Source: an optimization exercise on an open RTL-to-GDS flow (aim: small area and a short achievable clock period). Production flows keep margins and buffers that such runs may drop. In this exercise RTL edits were held to simulation tests only and were not proved equivalent to the original. No activity file was given, so power comes from the tool's default toggle rates.

===== flow/design.v =====
module dec3 (
    input  [2:0] a,
    output [7:0] y,
    output [7:0] y_n
);
    genvar g;
    generate
        for (g = 0; g < 8; g = g + 1) begin : d
            assign y[g]   = (a == g);
            assign y_n[g] = (a != g);
        end
    endgenerate
endmodule
module dec4e (
    input  [3:0]  a,
    input         en,
    output [15:0] y,
    output [15:0] y_n
);
    genvar g;
    generate
        for (g = 0; g < 16; g = g + 1) begin : d
            assign y[g]   = en && (a == g);
            assign y_n[g] = !(en && (a == g));
        end
    endgenerate
endmodule
module dec3n (
    input  [2:0] a,
    output [7:0] y_n
);
    genvar g;
    generate
        for (g = 0; g < 8; g = g + 1) begin : d
            assign y_n[g] = (a != g);
        end
    endgenerate
endmodule
module dec4n (
    input  [3:0]  a,
    output [15:0] y_n
);
    genvar g;
    generate
        for (g = 0; g < 16; g = g + 1) begin : d
            assign y_n[g] = (a != g);
        end
    endgenerate
endmodule
module nor2m  (input a, b, output y);       assign y = ~(a | b);         endmodule
module nand2m (input a, b, output y);       assign y = ~(a & b);         endmodule
module nand4m (input a, b, c, d, output y); assign y = ~(a & b & c & d); endmodule
module nand3m (input a, b, c, output y);    assign y = ~(a & b & c);     endmodule
module nor4m  (input a, b, c, d, output y); assign y = ~(a | b | c | d); endmodule
module nor3m  (input a, b, c, output y);    assign y = ~(a | b | c);     endmodule
module oai21 (
    input  a1, a2, b1,
    output y
);
    assign y = ~((a1 | a2) & b1);
endmodule
module aoi222 (
    input  a0, a1, b0, b1, c0, c1,
    output y
);
    assign y = ~((a0 & a1) | (b0 & b1) | (c0 & c1));
endmodule
module aoi22 (
    input  a0, a1, b0, b1,
    output y
);
    assign y = ~((a0 & a1) | (b0 & b1));
endmodule
module hold1 (
    input  en,
    input  en_n,
    input  d,
    input  q,
    output y
);
    assign y = (en & d) | (en_n & q);
endmodule
module ring_wdec (
    input  [6:0]   wr,
    input          push,
    output [127:0] en,
    output [127:0] en_n
);
    wire [7:0]  p, p_n;
    wire [15:0] q, q_n;
    dec3  u_p (.a(wr[2:0]), .y(p), .y_n(p_n));
    dec4e u_q (.a(wr[6:3]), .en(push), .y(q), .y_n(q_n));
    genvar r;
    generate
        for (r = 0; r < 128; r = r + 1) begin : row
            nor2m  u_en  (.a(p_n[r % 8]), .b(q_n[r / 8]), .y(en[r]));
            nand2m u_enn (.a(p[r % 8]),   .b(q[r / 8]),   .y(en_n[r]));
        end
    endgenerate
endmodule
module ring_hold (
    input  [127:0]  en,
    input  [127:0]  en_n,
    input  [7:0]    d,
    input  [1023:0] q,
    output [1023:0] y
);
    genvar r, k;
    generate
        for (r = 0; r < 128; r = r + 1) begin : row
            for (k = 0; k < 8; k = k + 1) begin : bt
                hold1 u (.en(en[r]), .en_n(en_n[r]), .d(d[k]), .q(q[8*r + k]),
                         .y(y[8*r + k]));
            end
        end
    endgenerate
endmodule
module rmux_bit (
    input  [127:0] s,
    input  [127:0] m,
    output         y_n
);
    wire [42:0] t;      
    wire [11:0] u;      
    wire [5:0]  v;      
    wire [1:0]  w;      
    genvar g;
    generate
        for (g = 0; g < 42; g = g + 1) begin : a
            aoi222 x (.a0(s[3*g]), .a1(m[3*g]), .b0(s[3*g+1]), .b1(m[3*g+1]),
                      .c0(s[3*g+2]), .c1(m[3*g+2]), .y(t[g]));
        end
        aoi22 x42 (.a0(s[126]), .a1(m[126]), .b0(s[127]), .b1(m[127]), .y(t[42]));
        for (g = 0; g < 8; g = g + 1) begin : b
            nand4m x (.a(t[4*g]), .b(t[4*g+1]), .c(t[4*g+2]), .d(t[4*g+3]), .y(u[g]));
        end
        nand3m x8  (.a(t[32]), .b(t[33]), .c(t[34]), .y(u[8]));
        nand3m x9  (.a(t[35]), .b(t[36]), .c(t[37]), .y(u[9]));
        nand3m x10 (.a(t[38]), .b(t[39]), .c(t[40]), .y(u[10]));
        nand2m x11 (.a(t[41]), .b(t[42]), .y(u[11]));
        for (g = 0; g < 6; g = g + 1) begin : c
            nor2m x (.a(u[2*g]), .b(u[2*g+1]), .y(v[g]));
        end
        nand3m z0 (.a(v[0]), .b(v[1]), .c(v[2]), .y(w[0]));
        nand3m z1 (.a(v[3]), .b(v[4]), .c(v[5]), .y(w[1]));
        nor2m  o  (.a(w[0]), .b(w[1]), .y(y_n));
    endgenerate
endmodule
module ring_rmux (
    input  [6:0]    rd,
    input  [1023:0] mem,
    output [7:0]    y_n
);
    wire [7:0]   p_n0, p_n1;
    wire [15:0]  q_n0, q_n1;
    wire [127:0] s;
    dec3n u_p0 (.a(rd[2:0]), .y_n(p_n0));
    dec3n u_p1 (.a(rd[2:0]), .y_n(p_n1));
    dec4n u_q0 (.a(rd[6:3]), .y_n(q_n0));
    dec4n u_q1 (.a(rd[6:3]), .y_n(q_n1));
    genvar i, k;
    generate
        for (i = 0; i < 128; i = i + 1) begin : sel
            if (i < 64) begin : lo
                nor2m u (.a(p_n0[(i + 127) % 8]), .b(q_n0[((i + 127) % 128) / 8]), .y(s[i]));
            end else begin : hi
                nor2m u (.a(p_n1[(i + 127) % 8]), .b(q_n1[((i + 127) % 128) / 8]), .y(s[i]));
            end
        end
        for (k = 0; k < 8; k = k + 1) begin : bt
            wire [127:0] m;
            for (i = 0; i < 128; i = i + 1) begin : col
                assign m[i] = mem[8*i + k];
            end
            rmux_bit u (.s(s), .m(m), .y_n(y_n[k]));
        end
    endgenerate
endmodule
module pkt_framer (
    input             clk,
    input             rst,
    input             op_valid,
    input      [15:0] op_word,
    output            op_ready,
    output reg        res_valid,
    output reg [7:0]  res_data,
    input             rx_valid,
    input      [7:0]  rx_data,
    output            rx_ready,
    input             tx_line_ready,
    output reg        tx_valid,
    output reg [7:0]  tx_data
);
    localparam N        = 128;
    localparam IW       = 7;
    localparam BODY_MAX = 7;
    localparam [7:0] HEADER = 8'h24;    
    localparam [7:0] ENDM   = 8'h23;    
    localparam [1:0] AH = 2'd0, AB = 2'd1, AD = 2'd2;
    localparam [1:0] W00 = 2'd0, W02 = 2'd1, W04 = 2'd2, WFF = 2'd3;
    reg        rxie, txie, tx_act;
    reg        txi_en;      
    reg [4:0]  status;
    reg [1:0]  fst;
    reg [3:0]  body_len;
    reg [2:0]  cmd;
    reg [1:0]  wcode;
    reg [7:0]  body [0:BODY_MAX-1];
    wire rx_step   = rx_valid && rxie;
    wire txi_step  = !rx_step && tx_line_ready && txi_en;
    assign rx_ready = rxie;
    aoi22 u_op_ready (.a0(rx_valid), .a1(rxie), .b0(tx_line_ready), .b1(txi_en),
                      .y(op_ready));
    wire main_step = op_valid && !rx_step && !txi_step;
    wire [7:0] d = op_word[7:0];
    wire op_push_tx  = op_word[15:8] == 8'h11;
    wire op_pop_rx   = op_word == 16'h2000;
    wire op_pop_tx   = op_word == 16'h2100;
    wire op_empty_rx = op_word == 16'h3000;
    wire op_empty_tx = op_word == 16'h3100;
    wire op_fr_step  = op_word == 16'h4000;
    wire op_fr_ack   = op_word == 16'h5000;
    wire op_fr_body  = op_word[15:8] == 8'h60;
    wire op_pump     = op_word == 16'h8000;
    wire op_ie_write = op_word[15:2] == 14'h2400;
    wire op_clr      = op_word[15:5] == 11'h500;
    wire op_rd_reg   = (op_word[15:4] == 12'hB00) && (op_word[3:0] != 4'hF);
    wire fr_take;
    wire rx_push = rx_step;
    wire rx_pop  = (main_step && op_pop_rx) || fr_take;    
    wire tx_push = main_step && op_push_tx;
    wire pump_go, txi_send;
    wire tx_pop  = (main_step && op_pop_tx) || pump_go || txi_send;
    reg  [8*N-1:0] rx_mem, tx_mem;
    reg  [IW-1:0]  rx_wr, rx_rd, tx_wr, tx_rd;
    reg            rx_full, tx_full;
    reg  [7:0]     rx_head, tx_head;    
    wire rx_empty = (rx_wr == rx_rd) && !rx_full;
    wire tx_empty = (tx_wr == tx_rd) && !tx_full;
    wire [IW-1:0] rx_wr_n = rx_wr + 1'b1, rx_rd_n = rx_rd + 1'b1;
    wire [IW-1:0] tx_wr_n = tx_wr + 1'b1, tx_rd_n = tx_rd + 1'b1;
    wire [7:0] rx_count = rx_full ? 8'd128 : {1'b0, rx_wr - rx_rd};
    wire [7:0] tx_count = tx_full ? 8'd128 : {1'b0, tx_wr - tx_rd};
    wire rx_pop_ok = rx_pop && !rx_empty;
    wire tx_pop_ok = tx_pop && !tx_empty;
    always @(posedge clk) begin
        if (rst) begin
            rx_wr   <= {IW{1'b0}};
            rx_rd   <= {IW{1'b0}};
            rx_full <= 1'b0;
        end else if (rx_push) begin
            rx_wr <= rx_wr_n;
            if (rx_full)
                rx_rd <= rx_rd_n;
            else if (rx_wr_n == rx_rd)
                rx_full <= 1'b1;
        end else if (rx_pop_ok) begin
            rx_rd   <= rx_rd_n;
            rx_full <= 1'b0;
        end
    end
    always @(posedge clk) begin
        if (rst) begin
            tx_wr   <= {IW{1'b0}};
            tx_rd   <= {IW{1'b0}};
            tx_full <= 1'b0;
        end else if (tx_push) begin
            tx_wr <= tx_wr_n;
            if (tx_full)
                tx_rd <= tx_rd_n;
            else if (tx_wr_n == tx_rd)
                tx_full <= 1'b1;
        end else if (tx_pop_ok) begin
            tx_rd   <= tx_rd_n;
            tx_full <= 1'b0;
        end
    end
    genvar g;
    wire [N-1:0]   rx_en, rx_en_n, tx_en, tx_en_n;
    wire [8*N-1:0] rx_mem_d, tx_mem_d;
    ring_wdec u_rx_wdec (.wr(rx_wr), .push(rx_push), .en(rx_en), .en_n(rx_en_n));
    ring_wdec u_tx_wdec (.wr(tx_wr), .push(tx_push), .en(tx_en), .en_n(tx_en_n));
    ring_hold u_rx_hold (.en(rx_en), .en_n(rx_en_n), .d(rx_data), .q(rx_mem), .y(rx_mem_d));
    ring_hold u_tx_hold (.en(tx_en), .en_n(tx_en_n), .d(d),       .q(tx_mem), .y(tx_mem_d));
    always @(posedge clk) begin
        rx_mem <= rx_mem_d;
        tx_mem <= tx_mem_d;
    end
    wire [7:0] rx_nxt_n, tx_nxt_n;
    ring_rmux u_rx_rmux (.rd(rx_rd), .mem(rx_mem), .y_n(rx_nxt_n));
    ring_rmux u_tx_rmux (.rd(tx_rd), .mem(tx_mem), .y_n(tx_nxt_n));
    wire rx_ld_din = rx_push && rx_empty;
    wire rx_ld_nxt = (rx_push && rx_full) || rx_pop_ok;
    wire tx_ld_din = tx_push && tx_empty;
    wire tx_ld_nxt = (tx_push && tx_full) || tx_pop_ok;
    wire [7:0] rx_oth_n = ~(({8{rx_ld_din}} & rx_data) |
                            ({8{!rx_ld_din && !rx_ld_nxt}} & rx_head));
    wire [7:0] tx_oth_n = ~(({8{tx_ld_din}} & d) |
                            ({8{!tx_ld_din && !tx_ld_nxt}} & tx_head));
    wire [7:0] rx_head_d, tx_head_d;
    generate
        for (g = 0; g < 8; g = g + 1) begin : hd
            oai21 u_rx (.a1(rx_nxt_n[g]), .a2(!rx_ld_nxt), .b1(rx_oth_n[g]), .y(rx_head_d[g]));
            oai21 u_tx (.a1(tx_nxt_n[g]), .a2(!tx_ld_nxt), .b1(tx_oth_n[g]), .y(tx_head_d[g]));
        end
    endgenerate
    always @(posedge clk) begin
        rx_head <= rx_head_d;
        tx_head <= tx_head_d;
    end
    wire [7:0] b       = rx_head;
    wire       b_hdr   = b == HEADER;
    wire       b_end   = b == ENDM;
    assign fr_take  = main_step && op_fr_step && (fst != AD) && !rx_empty;
    assign pump_go  = main_step && op_pump && !tx_act && !tx_empty;
    assign txi_send = txi_step && !tx_empty;
    wire       frame_ok = (wcode != WFF) &&
                          (body_len == {1'b0, wcode, 1'b1} + 4'd2);
    reg [2:0] lk_cmd;
    reg [1:0] lk_w;
    always @(*) begin
        case ({body[0], body[1], b})
            24'h474F4F: begin lk_cmd = 3'd1; lk_w = W04; end   
            24'h454E44: begin lk_cmd = 3'd2; lk_w = W00; end   
            24'h535044: begin lk_cmd = 3'd3; lk_w = W04; end   
            24'h414C54: begin lk_cmd = 3'd4; lk_w = W04; end   
            24'h4D414E: begin lk_cmd = 3'd5; lk_w = W02; end   
            24'h4C4544: begin lk_cmd = 3'd6; lk_w = W02; end   
            default:    begin lk_cmd = 3'd7; lk_w = WFF; end   
        endcase
    end
    wire fr_done = fr_take && (fst == AB) && b_end && frame_ok;
    wire fr_err  = fr_take && (fst == AB) && ((b_end && !frame_ok) || b_hdr);
    always @(posedge clk) begin
        if (rst) begin
            fst      <= AH;
            body_len <= 4'd0;
            cmd      <= 3'd0;
            wcode    <= WFF;
        end else if (fr_take) begin
            case (fst)
                AH: begin
                    if (b_hdr) begin
                        fst      <= AB;
                        body_len <= 4'd0;
                        cmd      <= 3'd0;
                        wcode    <= WFF;
                    end
                end
                AB: begin
                    if (b_end) begin
                        if (frame_ok) begin
                            fst <= AD;
                        end else begin
                            fst      <= AH;
                            body_len <= 4'd0;
                            cmd      <= 3'd0;
                            wcode    <= WFF;
                        end
                    end else if (b_hdr) begin
                        body_len <= 4'd0;
                        cmd      <= 3'd0;
                        wcode    <= WFF;
                    end else begin
                        if (!body_len[3])
                            body_len <= body_len + 4'd1;
                        if (body_len == 4'd2) begin
                            cmd   <= lk_cmd;
                            wcode <= lk_w;
                        end
                    end
                end
                default: ;
            endcase
        end else if (main_step && op_fr_ack && fst == AD) begin
            fst      <= AH;
            body_len <= 4'd0;
            cmd      <= 3'd0;
            wcode    <= WFF;
        end
    end
    wire body_we = fr_take && fst == AB && !b_end && !b_hdr;
    generate
        for (g = 0; g < BODY_MAX; g = g + 1) begin : bodyw
            always @(posedge clk)
                if (body_we && body_len == g)
                    body[g] <= b;
        end
    endgenerate
    wire ie_wr     = main_step && op_ie_write;
    wire txie_nx   = ie_wr ? d[1] : txie;
    wire tx_act_nx = pump_go ? 1'b1 : (txi_step && tx_empty) ? 1'b0 : tx_act;
    always @(posedge clk) begin
        if (rst) begin
            rxie   <= 1'b0;
            txie   <= 1'b0;
            tx_act <= 1'b0;
            txi_en <= 1'b0;
            status <= 5'd0;
        end else begin
            if (ie_wr)
                rxie <= d[0];
            txie   <= txie_nx;
            tx_act <= tx_act_nx;
            txi_en <= txie_nx && tx_act_nx;
            if (main_step && op_clr)
                status <= status & ~d[4:0];
            else begin
                if (rx_step && rx_full)                      status[0] <= 1'b1;
                if (main_step && op_pop_rx && rx_empty)      status[1] <= 1'b1;
                if (tx_push && tx_full)                      status[2] <= 1'b1;
                if (main_step && op_pop_tx && tx_empty)      status[3] <= 1'b1;
                if (fr_err)                                  status[4] <= 1'b1;
            end
        end
    end
    wire [7:0] width = {{5{wcode == WFF}}, wcode[1], wcode[0], wcode == WFF};
    reg [7:0] reg_val;
    always @(*) begin
        case (d[3:0])
            4'd0:    reg_val = {3'b0, status};
            4'd1:    reg_val = {5'b0, tx_act, txie, rxie};
            4'd2:    reg_val = {6'b0, fst};
            4'd3:    reg_val = {4'b0, body_len};
            4'd4:    reg_val = {5'b0, cmd};
            4'd5:    reg_val = width;
            4'd6:    reg_val = rx_count;
            4'd7:    reg_val = tx_count;
            4'd8:    reg_val = {1'b0, rx_wr};
            4'd9:    reg_val = {1'b0, rx_rd};
            4'd10:   reg_val = {1'b0, tx_wr};
            4'd11:   reg_val = {1'b0, tx_rd};
            4'd12:   reg_val = {6'b0, tx_full, rx_full};
            4'd13:   reg_val = 8'h00;           
            4'd14:   reg_val = N;               
            default: reg_val = 8'h00;
        endcase
    end
    wire [3:0] body_lim = body_len[3] ? 4'd7 : body_len;
    reg [7:0] result;
    always @(*) begin
        result = 8'h00;
        if (op_pop_rx)
            result = rx_empty ? 8'h00 : rx_head;
        else if (op_pop_tx)
            result = tx_empty ? 8'h00 : tx_head;
        else if (op_empty_rx)
            result = {7'b0, rx_empty};
        else if (op_empty_tx)
            result = {7'b0, tx_empty};
        else if (op_fr_step)
            result = {5'b0, fr_done, fr_err, fr_take};
        else if (op_fr_ack)
            result = {7'b0, fst == AD};
        else if (op_fr_body)
            result = (d < {4'b0, body_lim}) ? body[d[2:0]] : 8'h00;
        else if (op_pump)
            result = {7'b0, !tx_act && !tx_empty};
        else if (op_rd_reg)
            result = reg_val;
    end
    always @(posedge clk) begin
        res_data <= result;
        tx_data  <= tx_head;
        if (rst) begin
            res_valid <= 1'b0;
            tx_valid  <= 1'b0;
        end else begin
            res_valid <= main_step;
            tx_valid  <= pump_go || txi_send;
        end
    end
endmodule

===== flow/flow/run.sh =====
#!/bin/bash
# The standard layout (standard.sh), with the ports buffered by plain
# buffers instead of the delay cell that buffer_ports picks by default.
# standard.sh writes the ORFS logs under orfs/logs; its own output goes to
# standard.log here.
set -e
export BUFFER_PORTS_ARGS="-buffer_cell sky130_fd_sc_hd__buf_4"
bash standard.sh > standard.log 2>&1

===== flow/constraint.sdc =====
create_clock -name core_clock -period 8.0 [get_ports {clk}]
set_input_delay 1.6000 -clock core_clock [delete_from_list [all_inputs] [get_ports {clk}]]
set_output_delay 1.6000 -clock core_clock [all_outputs]
set_load 0.01 [all_outputs]

===== flow/config.mk =====
export PLATFORM = sky130hd
export DESIGN_NAME = pkt_framer
export DESIGN_NICKNAME = pkt_framer
export VERILOG_FILES = /design/flow/design.v
export SDC_FILE = /design/flow/constraint.sdc
export NUM_CORES = 4
export LEC_CHECK = 0
export CAP_MARGIN = 20
export CORE_MARGIN = 2
export CORE_UTILIZATION = 40
export CTS_CLUSTER_DIAMETER = 100
export CTS_CLUSTER_SIZE = 30
export SETUP_SLACK_MARGIN = 4.5
export SLEW_MARGIN = 20
export SYNTH_HIERARCHICAL = 1

===== flow/standard.sh =====
#!/bin/bash
# synth_recipe.tcl (not shown) runs the flow's synth.tcl, then flattens the netlist and writes it again
# the make line also repeats each setting of config.mk as NAME=value (left out here)
make -C /OpenROAD-flow-scripts/flow DESIGN_CONFIG=/design/flow/config.mk WORK_HOME=/design/flow/orfs CLKGATE_MAP_FILE= SYNTH_SCRIPT=/design/flow/synth_recipe.tcl "${@:-finish}"

==> impl_metrics.ini, run 1 <==
[timing]
fin_crit_sh = 0.451
max_slew_margin = 0.170
setup_viol = 0
setup_tns_ns = 0
tightest_slew_ns = 1.24
hold_viol_final = 0
fin_skew_ns = 0.0336
clock.fmax_ghz = 0.277
fin_crit_ns = 3.60
report.final.slew_viol_count = 0
grt_setup_unrepaired = yes

[drt]
drc = 0
vias = 68270
avgViaCountPerCell = 6.94
wirelength_mm = 291
wl_per_cell_um = 29.6
detail-route-antenna-nets = 0
drtIter0Drc = 11557
dr.pass1.iters = 14

[power]
power_w = 0.0168
p_per_area_nw_per_um2 = 192
ir_drop_v = 0.000156
power.leakage_nw = 30.8

[critical_path]
critPathArrivalTime_ns = 4.24
crit_type = register to register
critPathMaxFanout = 16
rrSetupSlack_ns = 4.40
cp.required_ns = 8.63
r2r-end = tx_head[4]
critPathLaunchType = register
rr_worst_depth = 9
end_kind = register
reg2reg_from = tx_rd[1]

[run]
drv_cap = 0

[final_layout]
drive_above_1_share = 0.0688
utilization = 0.439
nNetsFinal = 7221
fillers = 18575
layoutNonFillerInstCount = 9843
seq_area_um2 = 44400
area_growth_pct = 9.48
multiInputGateArea_um2 = 35700

[outcome]
outcome = timing/DRC/antenna clean

[floorplanning]
die_w_um = 451
die_area_um2 = 203000
design.core.area_um2 = 199000
floorplan.initialDensity = 0.401
chipHeight_um = 451
rows = 164
ios = 49

[placement]
place_hpwl_mm = 184
place_inst = 9692
routabilityCongestion = 0.985
portBuffers = 48

[cts]
clk-insertion-delay-late_ns = 0.77
cts_buffer_depth = 3
htree_levels = 3
clk_pin_slew_ns = 0.12
root_buffer = clkbuf_16
cts_tree = built
cts_sinks = 2188
numCtsBuffers = 84

[min_path]
whs_endpoint = status[0]
holdPathStages = 2
min_path_type = register to register
min_from = status[0]

[yosys]
synthCells = 6973
avgSynthCellArea_um2 = 11.5
yosysWarnings = 8
syn-cell-area_um2 = 79900
synth_fp_nets = 7027

[grt]
track_usage = 0.269
antenna_found_initial = 2
grt_max_degree = 85
grt_pass1_vias = 63682
grt_first_pass_wirelength_mm = 425
grt-ovfl-total = 0
-- what timing repair did --
item / in CTS / in global routing
pin swaps: 6 / 12
gates resized for setup: 43 / 118
setup buffers: 26 / 17
hold buffers: 0 / 0
gates cloned: 0 / 2
setup endpoints to repair: 811 / 1085
-- cells in the final DEF, fill, tap and decap left out, drive strengths merged, types with 31 or more instances in the layout --
| master | n |
|---|---|
| dfxtp | 2132 |
| a22o | 2053 |
| nor2 | 732 |
| a222oi | 674 |
| nand2 | 364 |
| buf | 174 |
| nand4 | 143 |
| nand3 | 123 |
| clkbuf | 92 |
| o21ai | 68 |
| a21oi | 63 |
| edfxtp | 56 |
| nor3 | 32 |
| inv | 31 |
-- final cells by class --
cell class / count / share of cell area
Tap cell: 2656 / 0.0380
Clock buffer: 91 / 0.0251
Inverter: 27 / 0.00135
Timing Repair Buffer: 175 / 0.0186
Clock inverter: 10 / 0.00146
Timing Repair inverter: 1 / 0.0000715
Sequential cell: 2188 / 0.507
Antenna cell: 5 / 0.000143
Multi-Input combinational cell: 4690 / 0.408
-- power breakdown --
group	switching (W)	internal, W
Sequential	0.00000829	0.0109
Combinational	0.000302	0.0000580
Clock	0.00344	0.00201
Total	0.00375	0.0130
-- critical path: stages, from the launching register on --
cell      delay, ns
dfxtp_1        0.56
buf_4          0.31
or3b_4         0.38
nor2_1         0.22
a222oi_1       0.57
nand4_1        0.29
nor2_1         0.42
nand3_1        0.39
nor2_1         0.24
o21ai_1        0.07
-- stage by stage --
stage	hold WS, ns	setup WS [ns]	instance area (um^2)
6_report	0.477	4.40	87400
5_1_grt	0.477	4.33	87400
4_1_cts	0.468	4.38	86800
3_5_place_dp	0.452	3.41	84100
3_3_place_gp	0.447	3.39	84100
2_1_floorplan	0.342	4.21	80000
-- routing by layer --
layer / global-route usage / share of wire
met1: 0.364 / 0.41
met2: 0.414 / 0.44
met3: 0.0497 / 0.096
met4: 0.125 / 0.053
met5: 0.000473 / 0.000045
-- sequential cells by signal, summed over array words and instances, names as in the netlist --
register and count:
rx_rd 7, cmd 3, status 5, tx_wr 7, rx_full 1, rx_wr 7, tx_valid 1, wcode 2
res_valid 1, fst 2, txi_en 1, rx_head 8, res_data 8, tx_head 8, tx_rd 7, body_len 4
body 56, tx_act 1, tx_full 1, txie 1, rxie 1, tx_data 8, tx_mem 1024, rx_mem 1024
-- worst max path at each step --
stage                           from           to  slack, ns  cells past startpoint
final                       tx_rd[1]   tx_head[4]       4.40                      9
after global routing        rx_valid  tx_mem[508]       4.33                      9
after CTS                 op_word[9]  tx_mem[843]       4.38                      9
after detailed placement  op_word[2]     rx_rd[3]       3.41                     10
after global placement    op_word[2]     rx_rd[3]       3.39                     10
after floorplan           op_word[8]   body[4][0]       4.21                      6
==> inputs of run 2 (changes only) <==
--- a/flow/config.mk
+++ b/flow/config.mk
@@ -10,6 +10,7 @@
 export CORE_UTILIZATION = 40
 export CTS_CLUSTER_DIAMETER = 100
 export CTS_CLUSTER_SIZE = 30
+export PLACE_DENSITY = 0.7
 export SETUP_SLACK_MARGIN = 4.5
 export SLEW_MARGIN = 20
 export SYNTH_HIERARCHICAL = 1
==> run 2 against run 1 <==
  * Still clean
  * Global-route usage fell by 1.0 points
  * Non-clock buffer count fell by 17
  * Combinational power fell by 3%
  * Setup slack got worse by 0.013 ns
  * Worst hold slack got worse by 0.019 ns
  * Routed wire length fell by 3.7%
  * Via count rose by 0.70%
  * Final cell count fell by 0.28%
  * Highest routed layer unchanged
==> impl_metrics.ini, run 2 <==
[critical_path]
end_kind = register
critPathLaunchType = primary input
reg2reg_from = tx_rd[4]
rrSetupSlack_ns = 4.43
cp-endpoint = tx_mem[553]
cp.required_ns = 8.66
r2r-end = tx_head[4]
startpoint = rx_valid
crit_type = primary input to register
critPathArrivalTime_ns = 4.27
rr_worst_depth = 9
critPathMaxFanout = 15

[timing]
fin_skew_ns = 0.0373
report.final.slew_viol_count = 0
clock.fmax_ghz = 0.276
tightest_slew_ns = 1.29
fin_crit_sh = 0.452
max_slew_margin = 0.137
fin_crit_ns = 3.62
setup_viol = 0
setup_tns_ns = 0
grt_setup_unrepaired = yes
hold_viol_final = 0

[final_layout]
fillers = 18414
multiInputGateArea_um2 = 35500
top_regs = rx_mem (1024), tx_mem (1024), body (56)
final_cell_mix = dfxtp_1 (2124), a22o_1 (2053), nor2_1 (681)
drive_above_1_share = 0.0615
area_growth_pct = 8.74
seq_area_um2 = 44400
nNetsFinal = 7201
layout_commonest_cell = dfxtp_1

[grt]
grt-ovfl-total = 0
track_usage = 0.259
antenna_found_initial = 5
grt_pass1_vias = 64152
grt_max_degree = 124
grt_first_pass_wirelength_mm = 414

[floorplanning]
design.core.area_um2 = 199000
die_w_um = 451
rows = 164
chipHeight_um = 451
die_area_um2 = 203000
ios = 49
floorplan.initialDensity = 0.401

[placement]
place_hpwl_mm = 177
routabilityCongestion = 0.960
portBuffers = 48

[drt]
avgViaCountPerCell = 7.00
drc = 0
vias = 68746
wirelength_mm = 281
drtIter0Drc = 12325
detail-route-antenna-nets = 0
wl_per_cell_um = 28.6
dr.pass1.iters = 12

[cts]
cts_tree = built
htree_levels = 3
numCtsBuffers = 82
cts_sinks = 2188
cts_buffer_depth = 3
root_buffer = clkbuf_16
clk_pin_slew_ns = 0.12
cts_hold_buf = 0
clk-insertion-delay-late_ns = 0.77

[yosys]
yosysWarnings = 8
synthCells = 6973
avgSynthCellArea_um2 = 11.5
syn-cell-area_um2 = 79900
synth_fp_nets = 7027

[power]
power_w = 0.0166
ir_drop_v = 0.000170
p_per_area_nw_per_um2 = 191
power.leakage_nw = 30.6

[run]
drv_cap = 0

[min_path]
min_path_type = register to register

[outcome]
outcome = timing/DRC/antenna clean
## run 2: worst min-delay path by stage
stage | depth (start not counted) | endpoint | slack [ns] | startpoint
2_1_floorplan | 0 | tx_data[0] | 0.34 | tx_head[0]
3_5_place_dp | 0 | tx_data[2] | 0.43 | tx_head[2]
4_1_cts | 0 | tx_data[2] | 0.44 | tx_head[2]
3_3_place_gp | 0 | tx_data[2] | 0.43 | tx_head[2]
5_1_grt | 0 | tx_data[2] | 0.45 | tx_head[2]
6_report | 0 | tx_data[2] | 0.46 | tx_head[2]
## run 2: stage by stage
step	util	setup WS, ns	std cells	hold WS (ns)	cell area [um^2]
floorplan	-	4.21	6973	0.342	80000
global placement	0.422	3.65	9678	0.433	84000
detailed placement	0.422	3.58	9678	0.430	84000
CTS	0.434	4.42	9788	0.440	86400
global route	0.436	4.34	9814	0.447	86800
finish	0.436	4.38	9815	0.457	86800
## run 2: repair_timing
| item | 4_1_cts | 5_1_grt |
|---|---|---|
| pin swaps | 2 | 5 |
| buffers inserted | 17 | 22 |
| cloned | 0 | 1 |
| resized for setup | 20 | 71 |
| setup endpoints to repair | 251 | 950 |
## run 2: power by group
| part | switching [W] | internal, W |
|---|---|---|
| Sequential | 0.00000766 | 0.0109 |
| Combinational | 0.000295 | 0.0000553 |
| Clock | 0.00332 | 0.00196 |
## run 2: metal layers
layer / wire, um / vias to the layer above / part of all wire / track usage
met5: 34 / - / 0.00012 / 0
met4: 16100 / 6 / 0.057 / 0.127
met3: 32000 / 864 / 0.11 / 0.0602
met2: 120000 / 4680 / 0.43 / 0.388
met1: 112000 / 33693 / 0.40 / 0.349
li1: - / 29503 / - / -
## run 2: final cells by class
type                            instances  area share
Sequential cell                      2188       0.511
Multi-Input combinational cell       4689       0.408
Tap cell                             2656      0.0383
Clock buffer                           92      0.0250
Timing Repair Buffer                  158      0.0158
Inverter                               27     0.00134
Clock inverter                          1    0.000187
Antenna cell                            3   0.0000864
Timing Repair inverter                  1   0.0000576
## run 2: critical path: stages
cell      delay, ns
buf_8          0.10
a22oi_2        0.21
nand3_1        0.10
or2_1          0.38
inv_8          0.20
nand3b_1       0.22
nor3_2         0.69
nand2_1        0.43
a22o_1         0.32
==> inputs of run 3 (changes only) <==
--- a/flow/design.v
+++ b/flow/design.v
@@ -3,11 +3,14 @@
     output [7:0] y,
     output [7:0] y_n
 );
+    wire [2:0] a_n = ~a;
     genvar g;
     generate
         for (g = 0; g < 8; g = g + 1) begin : d
-            assign y[g]   = (a == g);
-            assign y_n[g] = (a != g);
+            nand3m u_n (.a(g & 1 ? a[0] : a_n[0]), .b(g & 2 ? a[1] : a_n[1]),
+                        .c(g & 4 ? a[2] : a_n[2]), .y(y_n[g]));
+            nor3m  u_p (.a(g & 1 ? a_n[0] : a[0]), .b(g & 2 ? a_n[1] : a[1]),
+                        .c(g & 4 ? a_n[2] : a[2]), .y(y[g]));
         end
     endgenerate
 endmodule
@@ -29,10 +32,12 @@
     input  [2:0] a,
     output [7:0] y_n
 );
+    wire [2:0] a_n = ~a;
     genvar g;
     generate
         for (g = 0; g < 8; g = g + 1) begin : d
-            assign y_n[g] = (a != g);
+            nand3m u (.a(g & 1 ? a[0] : a_n[0]), .b(g & 2 ? a[1] : a_n[1]),
+                      .c(g & 4 ? a[2] : a_n[2]), .y(y_n[g]));
         end
     endgenerate
 endmodule
@@ -40,10 +45,12 @@
     input  [3:0]  a,
     output [15:0] y_n
 );
+    wire [3:0] a_n = ~a;
     genvar g;
     generate
         for (g = 0; g < 16; g = g + 1) begin : d
-            assign y_n[g] = (a != g);
+            nand4m u (.a(g & 1 ? a[0] : a_n[0]), .b(g & 2 ? a[1] : a_n[1]),
+                      .c(g & 4 ? a[2] : a_n[2]), .d(g & 8 ? a[3] : a_n[3]), .y(y_n[g]));
         end
     endgenerate
 endmodule
--- a/flow/config.mk
+++ b/flow/config.mk
@@ -10,7 +10,6 @@
 export CORE_UTILIZATION = 40
 export CTS_CLUSTER_DIAMETER = 100
 export CTS_CLUSTER_SIZE = 30
-export PLACE_DENSITY = 0.7
 export SETUP_SLACK_MARGIN = 4.5
 export SLEW_MARGIN = 20
 export SYNTH_HIERARCHICAL = 1
==> run 3 against run 2 <==
  * Synthesized area shrank 0.31%
  * Sequential power is essentially flat
  * Die area shrank 0.31%
  * Clock skew grew 0.0090 ns
  * Final cell count grew 0.28%
  * Synthesized cell count grew 0.17%
  * Still clean
  * Total power grew 1.2%
  * First-iteration DRC count shrank 6.8%
  * Maximum frequency grew 0.18%
  * Largest cell class unchanged
  * Via count shrank 1.5%
  * Cell area grew 0.61%
  * Critical path depth shrank 6
==> impl_metrics.ini, run 3 <==
[floorplanning]
rows = 163
floorplan.initialDensity = 0.403
design.core.area_um2 = 198000
die_w_um = 450
die_area_um2 = 203000
chipHeight_um = 450
ios = 49

[grt]
grt_pass1_vias = 63626
grt_first_pass_wirelength_mm = 425
track_usage = 0.270
antenna_found_initial = 6
grt_max_degree = 82
grt-ovfl-total = 0

[cts]
cts_hold_buf = 0
clk-insertion-delay-late_ns = 0.78
clk_pin_slew_ns = 0.11
cts_sinks = 2188
numCtsBuffers = 84
root_buffer = clkbuf_16
cts_tree = built
cts_buffer_depth = 3
htree_levels = 3

[critical_path]
rrSetupSlack_ns = 4.43
critPathLaunchType = primary input
slowest_delay_ns = 0.15
cp.required_ns = 6.40
critPathSlowestCell = a22oi_2
crit_path_cell_trace = buf_12 > a22oi_2 > buf_4
end_kind = output port
critPathMaxFanout = 3
critPathArrivalTime_ns = 2.01
crit_type = primary input to output port
cpLargestDelayFamily = buffers and inverters
crit_buf_inv = 2

[timing]
clock.fmax_ghz = 0.277
hold_viol_final = 0
fin_crit_sh = 0.451
tightest_slew_ns = 1.18
grt_setup_unrepaired = yes
max_slew_margin = 0.208
fin_skew_ns = 0.0463
fin_crit_ns = 3.61
setup_tns_ns = 0
setup_viol = 0
report.final.slew_viol_count = 0

[final_layout]
utilization = 0.442
layout_commonest_cell = dfxtp_1
nNetsFinal = 7238
final_cell_area_um2 = 87400
final_cell_mix = dfxtp_1 (2126), a22o_1 (2053), a222oi_1 (674)
area_growth_pct = 9.75
top_regs = rx_mem (1024), tx_mem (1024), body (56)
drive_above_1_share = 0.0682
fillers = 18347

[drt]
avgViaCountPerCell = 6.88
vias = 67735
wl_per_cell_um = 29.5
dr.pass1.iters = 10
drtIter0Drc = 11488
detail-route-antenna-nets = 0
wirelength_mm = 291
drc = 0

[power]
p_per_area_nw_per_um2 = 192
power.leakage_nw = 30.7
ir_drop_v = 0.000166

[yosys]
yosysWarnings = 8
syn-cell-area_um2 = 79600
avgSynthCellArea_um2 = 11.4
synthCells = 6985
synth_fp_nets = 7039

[placement]
routabilityCongestion = 0.958
place_hpwl_mm = 186
portBuffers = 48
place_area_um2 = 84100

[min_path]
min_path_type = register to register

[run]
drv_cap = 0

[outcome]
outcome = timing/DRC/antenna clean
-- run 3: what timing repair did --
item,in CTS,in global routing
gates cloned,0,1
pin swaps,5,20
resized for setup,93,66
buffers inserted,9,21
setup endpoints to repair,1197,1035
-- run 3: cell type report --
type / count / area [um^2] / share of cell area
Sequential cell: 2188 / 44400 / 0.508
Inverter: 61 / 239 / 0.00273
Multi-Input combinational cell: 4690 / 35700 / 0.408
Clock inverter: 9 / 134 / 0.00153
Clock buffer: 94 / 2210 / 0.0253
Antenna cell: 1 / 2.50 / 0.0000286
Tap cell: 2640 / 3300 / 0.0378
Timing Repair Buffer: 159 / 1440 / 0.0164
-- run 3: through the flow --
step | total power, W | setup WS [ns] | hold slack [ns] | std cells
floorplan | 0.0112 | 4.21 | 0.342 | 6985
global placement | 0.0115 | 3.39 | 0.451 | 9707
detailed placement | 0.0115 | 3.37 | 0.451 | 9707
CTS | 0.0168 | 4.35 | 0.474 | 9819
global route | 0.0172 | 4.37 | 0.476 | 9842
finish | 0.0168 | 4.39 | 0.472 | 9842
-- run 3: report_power, final --
part | total [W] | internal [W] | leakage (nW) | switching, W
logic | 0.000362 | 0.0000570 | 11.8 | 0.000305
clock network | 0.00547 | 0.00202 | 1.14 | 0.00344
registers | 0.0109 | 0.0109 | 17.8 | 0.00000809
total | 0.0168 | 0.0130 | 30.7 | 0.00376
-- run 3: metal layers --
layer | track usage | routed length (um) | up-vias
li1 | - | - | 29604
met1 | 0.366 | 121000 | 33576
met2 | 0.416 | 128000 | 3851
met3 | 0.0487 | 26600 | 694
met4 | 0.126 | 15000 | 10
met5 | 0 | 70 | -
-- run 3: final timing paths --
| path | endpoint | startpoint | cells past startpoint |
|---|---|---|---|
| worst max-delay path | op_ready | rx_valid | 3 |
| worst min-delay path | tx_data[0] | tx_head[0] | 0 |
| worst max register to register | rx_head[5] | rx_rd[6] | 10 |
| worst min register to register | tx_data[0] | tx_head[0] | 0 |
==> inputs of run 4 (changes only) <==
==> flow/flow/run.sh (replaced) <==
#!/bin/bash
# The standard layout (standard.sh), with two changes:
#  - the ports are buffered by plain buffers instead of the delay cell that
#    buffer_ports picks by default;
#  - the ports rx_valid, op_ready and tx_line_ready (the only combinational
#    input-to-output path) are placed next to each other (flow/pins.tcl,
#    sourced by ORFS before place_pins).
# standard.sh writes the ORFS logs under orfs/logs; its own output goes to
# standard.log here.
set -e
export BUFFER_PORTS_ARGS="-buffer_cell sky130_fd_sc_hd__buf_4"
export PRE_IO_PLACEMENT_TCL="$PWD/flow/pins.tcl"
bash standard.sh > standard.log 2>&1
==> flow/flow/pins.tcl (new file) <==
# Keep the ports of the one combinational input-to-output path (rx_valid,
# tx_line_ready -> op_ready) next to each other on the die edge.
set_io_pin_constraint -pin_names {rx_valid op_ready tx_line_ready} -group -order
--- a/flow/config.mk
+++ b/flow/config.mk
@@ -10,6 +10,7 @@
 export CORE_UTILIZATION = 40
 export CTS_CLUSTER_DIAMETER = 100
 export CTS_CLUSTER_SIZE = 30
+export PLACE_DENSITY = 0.7
 export SETUP_SLACK_MARGIN = 4.5
 export SLEW_MARGIN = 20
 export SYNTH_HIERARCHICAL = 1
==> run 4 against run 3 <==
  * Die area unchanged
  * Largest cell class unchanged
  * Largest power group unchanged
  * Maximum frequency shrank 1.4%
  * Clock power barely moved
  * Global-route usage down 1.0 points
  * Flip-flop and latch count is the same
  * Clock skew is 0.0035 ns higher
  * First-iteration DRC count is 10% higher
  * Combinational power decreased by 3%
==> impl_metrics.ini, run 4 <==
[drt]
wirelength_mm = 280
drtIter0Drc = 12685
wl_per_cell_um = 28.5
dr.pass1.iters = 12
vias = 69134
detail-route-antenna-nets = 0
avgViaCountPerCell = 7.03
drc = 0

[timing]
tightest_slew_ns = 1.17
setup_viol = 0
report.final.slew_viol_count = 0
fin_skew_ns = 0.0498
grt_setup_unrepaired = yes
fin_crit_ns = 3.66
fin_crit_sh = 0.458
fin_ws_ns = 4.34
clock.fmax_ghz = 0.273
hold_viol_final = 0
setup_tns_ns = 0
max_slew_margin = 0.217

[placement]
routabilityCongestion = 0.984
portBuffers = 48
place_area_um2 = 84100
place_ws_ns = 3.46
place_hpwl_mm = 181

[power]
ir_drop_v = 0.000179
p_per_area_nw_per_um2 = 193
power.leakage_nw = 30.7

[yosys]
avgSynthCellArea_um2 = 11.4
syn-cell-area_um2 = 79600
synth_fp_nets = 7039
synthCells = 6985
yosysWarnings = 8

[critical_path]
crit_type = register to register
critPathArrivalTime_ns = 4.33
slowest_delay_ns = 0.69
startpoint = tx_rd[2]
reg2reg_from = tx_rd[2]
crit_buf_inv = 1
crit_path_cell_trace = inv_1 > nand3_2 > nor2_1 > a222oi_1 > nand4_1 > nor2_1 > nand3_1 > nor2_1 > o21ai_1
critPathLaunchType = register
crit_path_frequent_cell = nor2_1
critPathMaxFanout = 19
end_kind = register
critPathSlowestCell = dfxtp_2
cp.required_ns = 8.67
cpLargestDelayFamily = simple AND/OR/NAND/NOR gates

[cts]
root_buffer = clkbuf_16
cts_sinks = 2188
clk_pin_slew_ns = 0.11
numCtsBuffers = 85
cts_tree = built
clk-insertion-delay-late_ns = 0.78
htree_levels = 3
cts_buffer_depth = 3

[grt]
grt_first_pass_wirelength_mm = 414
track_usage = 0.259
antenna_found_initial = 2
grt_max_degree = 80
grt-ovfl-total = 0
grt_pass1_vias = 63965

[run]
drv_cap = 0

[final_layout]
top_regs = rx_mem (1024), tx_mem (1024), body (56)
area_growth_pct = 9.55
layout_commonest_cell = dfxtp_1
fillers = 18180
nNetsFinal = 7236
final_cell_area_um2 = 87200
final_cell_mix = dfxtp_1 (2123), a22o_1 (2053), a222oi_1 (674)
drive_above_1_share = 0.0663

[min_path]
min_path_type = register to register
min_from = status[0]

[floorplanning]
chipHeight_um = 450
rows = 163
die_w_um = 450
ios = 49
floorplan.initialDensity = 0.403
die_area_um2 = 203000
design.core.area_um2 = 198000

[outcome]
outcome = timing/DRC/antenna clean
[run 4: final timing paths]
path                                    to  slack [ns]  cells past startpoint
worst min-delay path             status[0]        0.47                      2
worst max-delay path            tx_head[3]        4.34                      9
worst max register to register  tx_head[3]        4.34                      9
worst min register to register   status[0]        0.47                      2
[run 4: metrics by stage]
| step | utilization | hold slack, ns | std cells | power, W |
|---|---|---|---|---|
| finish | 0.441 | 0.471 | 9840 | 0.0168 |
| global placement | 0.425 | 0.446 | 9709 | 0.0115 |
| floorplan | - | 0.342 | 6985 | 0.0112 |
| detailed placement | 0.425 | 0.451 | 9709 | 0.0115 |
| global route | 0.441 | 0.490 | 9837 | 0.0172 |
| CTS | 0.439 | 0.471 | 9816 | 0.0168 |
[run 4: worst reg2reg max path, stage by stage (launching register included)]
cell and delay, ns:
dfxtp_2 0.69, inv_1 0.29, nand3_2 0.42, nor2_1 0.27, a222oi_1 0.46, nand4_1 0.31
nor2_1 0.44, nand3_1 0.28, nor2_1 0.30, o21ai_1 0.09
[run 4: cell type report]
type | count | area [um^2] | share of cell area
clock inverters | 9 | 168 | 0.00192
flip-flops and latches | 2188 | 44400 | 0.509
multi-input cells | 4689 | 35500 | 0.407
clock buffers | 93 | 2240 | 0.0257
well taps | 2640 | 3300 | 0.0379
diodes | 3 | 7.51 | 0.0000861
inverters | 61 | 245 | 0.00281
repair buffers | 157 | 1360 | 0.0156
[run 4: layer usage]
metal  GRT usage  wire length, um  vias to the layer above
met5     0.00142               13                        -
met2       0.395           121000                     4689
met4       0.125            15400                        2
met1       0.353           112000                    34039
li1            -                -                    29566
met3      0.0494            31900                      838
[run 4: repair_timing]
item,in CTS,in global routing
endpoints found under the setup margin,445,1139
buffers inserted,5,21
gates cloned,0,0
pin swaps,3,15
hold buffers,0,0
gates resized for setup,40,82
[run 4: power breakdown]
part,switching [W],internal (W)
Sequential,0.0000104,0.0109
Combinational,0.000295,0.0000543
Clock,0.00342,0.00208
==> inputs of run 5 (changes only) <==
--- a/flow/design.v
+++ b/flow/design.v
@@ -3,28 +3,26 @@
     output [7:0] y,
     output [7:0] y_n
 );
-    wire [2:0] a_n = ~a;
     genvar g;
     generate
         for (g = 0; g < 8; g = g + 1) begin : d
-            nand3m u_n (.a(g & 1 ? a[0] : a_n[0]), .b(g & 2 ? a[1] : a_n[1]),
-                        .c(g & 4 ? a[2] : a_n[2]), .y(y_n[g]));
-            nor3m  u_p (.a(g & 1 ? a_n[0] : a[0]), .b(g & 2 ? a_n[1] : a[1]),
-                        .c(g & 4 ? a_n[2] : a[2]), .y(y[g]));
+            assign y[g]   = (a == g);
+            assign y_n[g] = (a != g);
         end
     endgenerate
 endmodule
 module dec4e (
     input  [3:0]  a,
-    input         en,
+    input         en_a,
+    input         en_b,
     output [15:0] y,
     output [15:0] y_n
 );
     genvar g;
     generate
         for (g = 0; g < 16; g = g + 1) begin : d
-            assign y[g]   = en && (a == g);
-            assign y_n[g] = !(en && (a == g));
+            assign y[g]   = en_a && en_b && (a == g);
+            assign y_n[g] = !(en_a && en_b && (a == g));
         end
     endgenerate
 endmodule
@@ -32,12 +30,10 @@
     input  [2:0] a,
     output [7:0] y_n
 );
-    wire [2:0] a_n = ~a;
     genvar g;
     generate
         for (g = 0; g < 8; g = g + 1) begin : d
-            nand3m u (.a(g & 1 ? a[0] : a_n[0]), .b(g & 2 ? a[1] : a_n[1]),
-                      .c(g & 4 ? a[2] : a_n[2]), .y(y_n[g]));
+            assign y_n[g] = (a != g);
         end
     endgenerate
 endmodule
@@ -45,12 +41,10 @@
     input  [3:0]  a,
     output [15:0] y_n
 );
-    wire [3:0] a_n = ~a;
     genvar g;
     generate
         for (g = 0; g < 16; g = g + 1) begin : d
-            nand4m u (.a(g & 1 ? a[0] : a_n[0]), .b(g & 2 ? a[1] : a_n[1]),
-                      .c(g & 4 ? a[2] : a_n[2]), .d(g & 8 ? a[3] : a_n[3]), .y(y_n[g]));
+            assign y_n[g] = (a != g);
         end
     endgenerate
 endmodule
@@ -89,14 +83,15 @@
 endmodule
 module ring_wdec (
     input  [6:0]   wr,
-    input          push,
+    input          push_a,
+    input          push_b,
     output [127:0] en,
     output [127:0] en_n
 );
     wire [7:0]  p, p_n;
     wire [15:0] q, q_n;
     dec3  u_p (.a(wr[2:0]), .y(p), .y_n(p_n));
-    dec4e u_q (.a(wr[6:3]), .en(push), .y(q), .y_n(q_n));
+    dec4e u_q (.a(wr[6:3]), .en_a(push_a), .en_b(push_b), .y(q), .y_n(q_n));
     genvar r;
     generate
         for (r = 0; r < 128; r = r + 1) begin : row
@@ -285,8 +280,14 @@
     genvar g;
     wire [N-1:0]   rx_en, rx_en_n, tx_en, tx_en_n;
     wire [8*N-1:0] rx_mem_d, tx_mem_d;
-    ring_wdec u_rx_wdec (.wr(rx_wr), .push(rx_push), .en(rx_en), .en_n(rx_en_n));
-    ring_wdec u_tx_wdec (.wr(tx_wr), .push(tx_push), .en(tx_en), .en_n(tx_en_n));
+    wire tx_push_a = op_valid && op_push_tx;
+    wire tx_push_b;
+    aoi22 u_tx_push_b (.a0(rx_valid), .a1(rxie), .b0(tx_line_ready), .b1(txi_en),
+                       .y(tx_push_b));
+    ring_wdec u_rx_wdec (.wr(rx_wr), .push_a(rx_valid), .push_b(rxie),
+                         .en(rx_en), .en_n(rx_en_n));
+    ring_wdec u_tx_wdec (.wr(tx_wr), .push_a(tx_push_a), .push_b(tx_push_b),
+                         .en(tx_en), .en_n(tx_en_n));
     ring_hold u_rx_hold (.en(rx_en), .en_n(rx_en_n), .d(rx_data), .q(rx_mem), .y(rx_mem_d));
     ring_hold u_tx_hold (.en(tx_en), .en_n(tx_en_n), .d(d),       .q(tx_mem), .y(tx_mem_d));
     always @(posedge clk) begin
==> flow/flow/run.sh (replaced) <==
#!/bin/bash
# The standard layout (standard.sh), with the ports buffered by plain
# buffers instead of the delay cell that buffer_ports picks by default.
# standard.sh writes the ORFS logs under orfs/logs; its own output goes to
# standard.log here.
set -e
export BUFFER_PORTS_ARGS="-buffer_cell sky130_fd_sc_hd__buf_4"
bash standard.sh > standard.log 2>&1
--- a/flow/config.mk
+++ b/flow/config.mk
@@ -10,7 +10,6 @@
 export CORE_UTILIZATION = 40
 export CTS_CLUSTER_DIAMETER = 100
 export CTS_CLUSTER_SIZE = 30
-export PLACE_DENSITY = 0.7
 export SETUP_SLACK_MARGIN = 4.5
 export SLEW_MARGIN = 20
 export SYNTH_HIERARCHICAL = 1
removed: flow/flow/pins.tcl
==> run 5 against run 4 <==
  * Still clean
  * Routed wire length increased by 5.9%
  * Maximum frequency decreased by 4.4%
  * Utilization increased by 0.37 points
  * Combinational power increased by 4%
  * Die area increased by 0.25%
==> impl_metrics.ini, run 5 <==
[outcome]
outcome = timing/DRC/antenna clean

[final_layout]
final_cell_area_um2 = 88000
fillers = 18458
area_growth_pct = 10.3
nNetsFinal = 7223
layout_commonest_cell = dfxtp_1
top_regs = rx_mem (1024), tx_mem (1024), body (56)
drive_above_1_share = 0.0846
final_cell_mix = dfxtp_1 (2123), a22o_1 (2049), a222oi_1 (674)
utilization = 0.445

[critical_path]
rrSetupSlack_ns = 4.36
critPathLaunchType = primary input
critPathArrivalTime_ns = 2.23
r2r-end = tx_head[2]
rr_worst_depth = 8
critPathMaxFanout = 2
crit_type = primary input to output port
reg2reg_from = tx_rd[0]
cp.required_ns = 6.40
end_kind = output port

[yosys]
synth_fp_nets = 7019
avgSynthCellArea_um2 = 11.5
yosysWarnings = 8
syn-cell-area_um2 = 79800
synthCells = 6965

[run]
drv_cap = 0

[drt]
wl_per_cell_um = 30.2
vias = 68282
drc = 0
dr.pass1.iters = 13
avgViaCountPerCell = 6.95
detail-route-antenna-nets = 0
wirelength_mm = 297
drtIter0Drc = 11686

[floorplanning]
die_w_um = 451
chipHeight_um = 451
floorplan.initialDensity = 0.403
rows = 163
ios = 49
design.core.area_um2 = 198000
die_area_um2 = 203000

[power]
p_comb_frac = 0.022
switching_share = 0.223
p_seq_frac = 0.648
clockPowerShare = 0.331
ir_drop_v = 0.000196
switching_power_w = 0.00377
p_per_area_nw_per_um2 = 192
p_int_w = 0.0131
power_w = 0.0169
power.leakage_nw = 31.4

[timing]
setup_tns_ns = 0
tightest_slew_ns = 1.22
fin_ws_ns = 4.17
report.final.slew_viol_count = 0
hold_viol_final = 0
clock.fmax_ghz = 0.261
setup_viol = 0
grt_setup_unrepaired = yes
fin_crit_ns = 3.83
fin_crit_sh = 0.479
fin_skew_ns = 0.0481
max_slew_margin = 0.184

[grt]
grt_max_degree = 81
antenna_found_initial = 8
grt_pass1_vias = 64203
track_usage = 0.275
grt_first_pass_wirelength_mm = 431
grt-ovfl-total = 0

[placement]
place_area_um2 = 84400
place_hpwl_mm = 188
routabilityCongestion = 0.941
place_ws_ns = 3.20
portBuffers = 48

[min_path]
holdPathStages = 2
whs_endpoint = cmd[2]
min_path_type = register to register
min_from = cmd[2]

[cts]
clk-insertion-delay-late_ns = 0.77
numCtsBuffers = 85
cts_sinks = 2188
clk_pin_slew_ns = 0.12
root_buffer = clkbuf_16
cts_buffer_depth = 3
cts_tree = built
htree_levels = 3
## run 5: cell count changes in the layout (fill, tap and decap cells not counted), moves of 18 or more
cell     before  now
buf_4       130  153
inv_1        56   31
nand2_1     342  275
nand2_2      15   39
nand2_4       7   33
nand3_1     137  114
nand3_2      26    8
nand4_1     175  143
nor2_1      665  615
nor2_2       63  100
nor2_4        3   29
## run 5: worst max-delay path, cell delays in order
cell     delay, ns
buf_12        0.10
a22oi_2       0.33
buf_4         0.20
## run 5: worst max path at each step
stage,cells after the start,start,slack [ns],endpoint
after floorplan,8,op_word[14],4.22,tx_mem[704]
after global placement,8,op_word[14],3.20,tx_mem[274]
after detailed placement,8,op_word[14],3.20,tx_mem[568]
after CTS,3,tx_line_ready,4.13,op_ready
after global routing,3,rx_valid,4.17,op_ready
final,3,rx_valid,4.17,op_ready
## run 5: repair_timing
action / 4_1_cts / 5_1_grt
endpoints found under the setup margin: 1102 / 1025
resized for setup: 92 / 105
setup buffers: 36 / 22
gates cloned: 0 / 0
pin swaps: 12 / 17
hold buffers: 0 / 0
## run 5: through the flow
stage / instances / hold WS (ns)
CTS: 9806 / 0.458
detailed placement: 9664 / 0.441
global route: 9828 / 0.476
floorplan: 6965 / 0.344
finish: 9829 / 0.455
global placement: 9664 / 0.434
## run 5: layout make-up
class | instances | area [um^2] | area share
antenna | 1 | 2.50 | 0.0000284
clock buffer | 96 | 2270 | 0.0258
clock inverter | 10 | 165 | 0.00188
inverter | 31 | 116 | 0.00132
multi-input combinational | 4676 | 36100 | 0.411
sequential | 2188 | 44400 | 0.504
tap | 2640 | 3300 | 0.0375
timing repair buffer | 187 | 1650 | 0.0188
## run 5: power by group through the flow
| stage | Sequential, W | Clock, W | Combinational [W] |
|---|---|---|---|
| detailed placement | 0.0112 | 0 | 0.000352 |
| finish | 0.0109 | 0.00559 | 0.000364 |
| global route | 0.0109 | 0.00601 | 0.000374 |
| global placement | 0.0112 | 0 | 0.000352 |
| CTS | 0.0109 | 0.00566 | 0.000355 |
| floorplan | 0.0112 | 0 | 0.0000635 |
## run 5: metal layers
layer / up-vias / track usage / part of all wire
met5: - / 0 / 0.000044
met4: 2 / 0.124 / 0.053
met3: 750 / 0.0497 / 0.093
met2: 4020 / 0.433 / 0.44
met1: 33967 / 0.367 / 0.41
li1: 29543 / - / -

## separate check: timing with driven ports
No port has a modelled driver above. Below, the same layouts with a new extraction and two added sets of constraints.
Step 1: set_driving_cell puts a clkbuf_16 on clk and a buf_2 on each other input, an assumption about the parent block.
Step 2 times the ports against the registers' clock, not the clock port: input delays grow and output delays shrink by t, the midpoint of the rising clock arrivals with the driver on.
Slacks: ideal ports / drivers / drivers and shift; pairs: ideal ports / drivers.
| run | t, ns | setup slack, ns | worst setup path at the end | worst slew at a driven data input, ns | cell pins on the clock port's net |
|---|---|---|---|---|---|
| run 1 | 0.839 | 4.395 / 4.372 / 3.630 | input to register | 0.07 | 1 |
| run 2 | 0.845 | 4.382 / 4.381 / 3.593 | input to register | 0.08 | 1 |
| run 3 | 0.841 | 4.388 / 4.340 / 3.677 | input to register | 0.06 | 1 |
| run 4 | 0.836 | 4.336 / 4.336 / 3.598 | input to register | 0.05 | 1 |
| run 5 | 0.836 | 4.166 / 4.060 / 3.665 | input to register | 0.16 | 1 |
After both steps setup and hold are still met in every run listed. For run 2, which loses most, drivers alone change the setup slack by -0.001 ns; drivers and shift together by -0.789 ns.
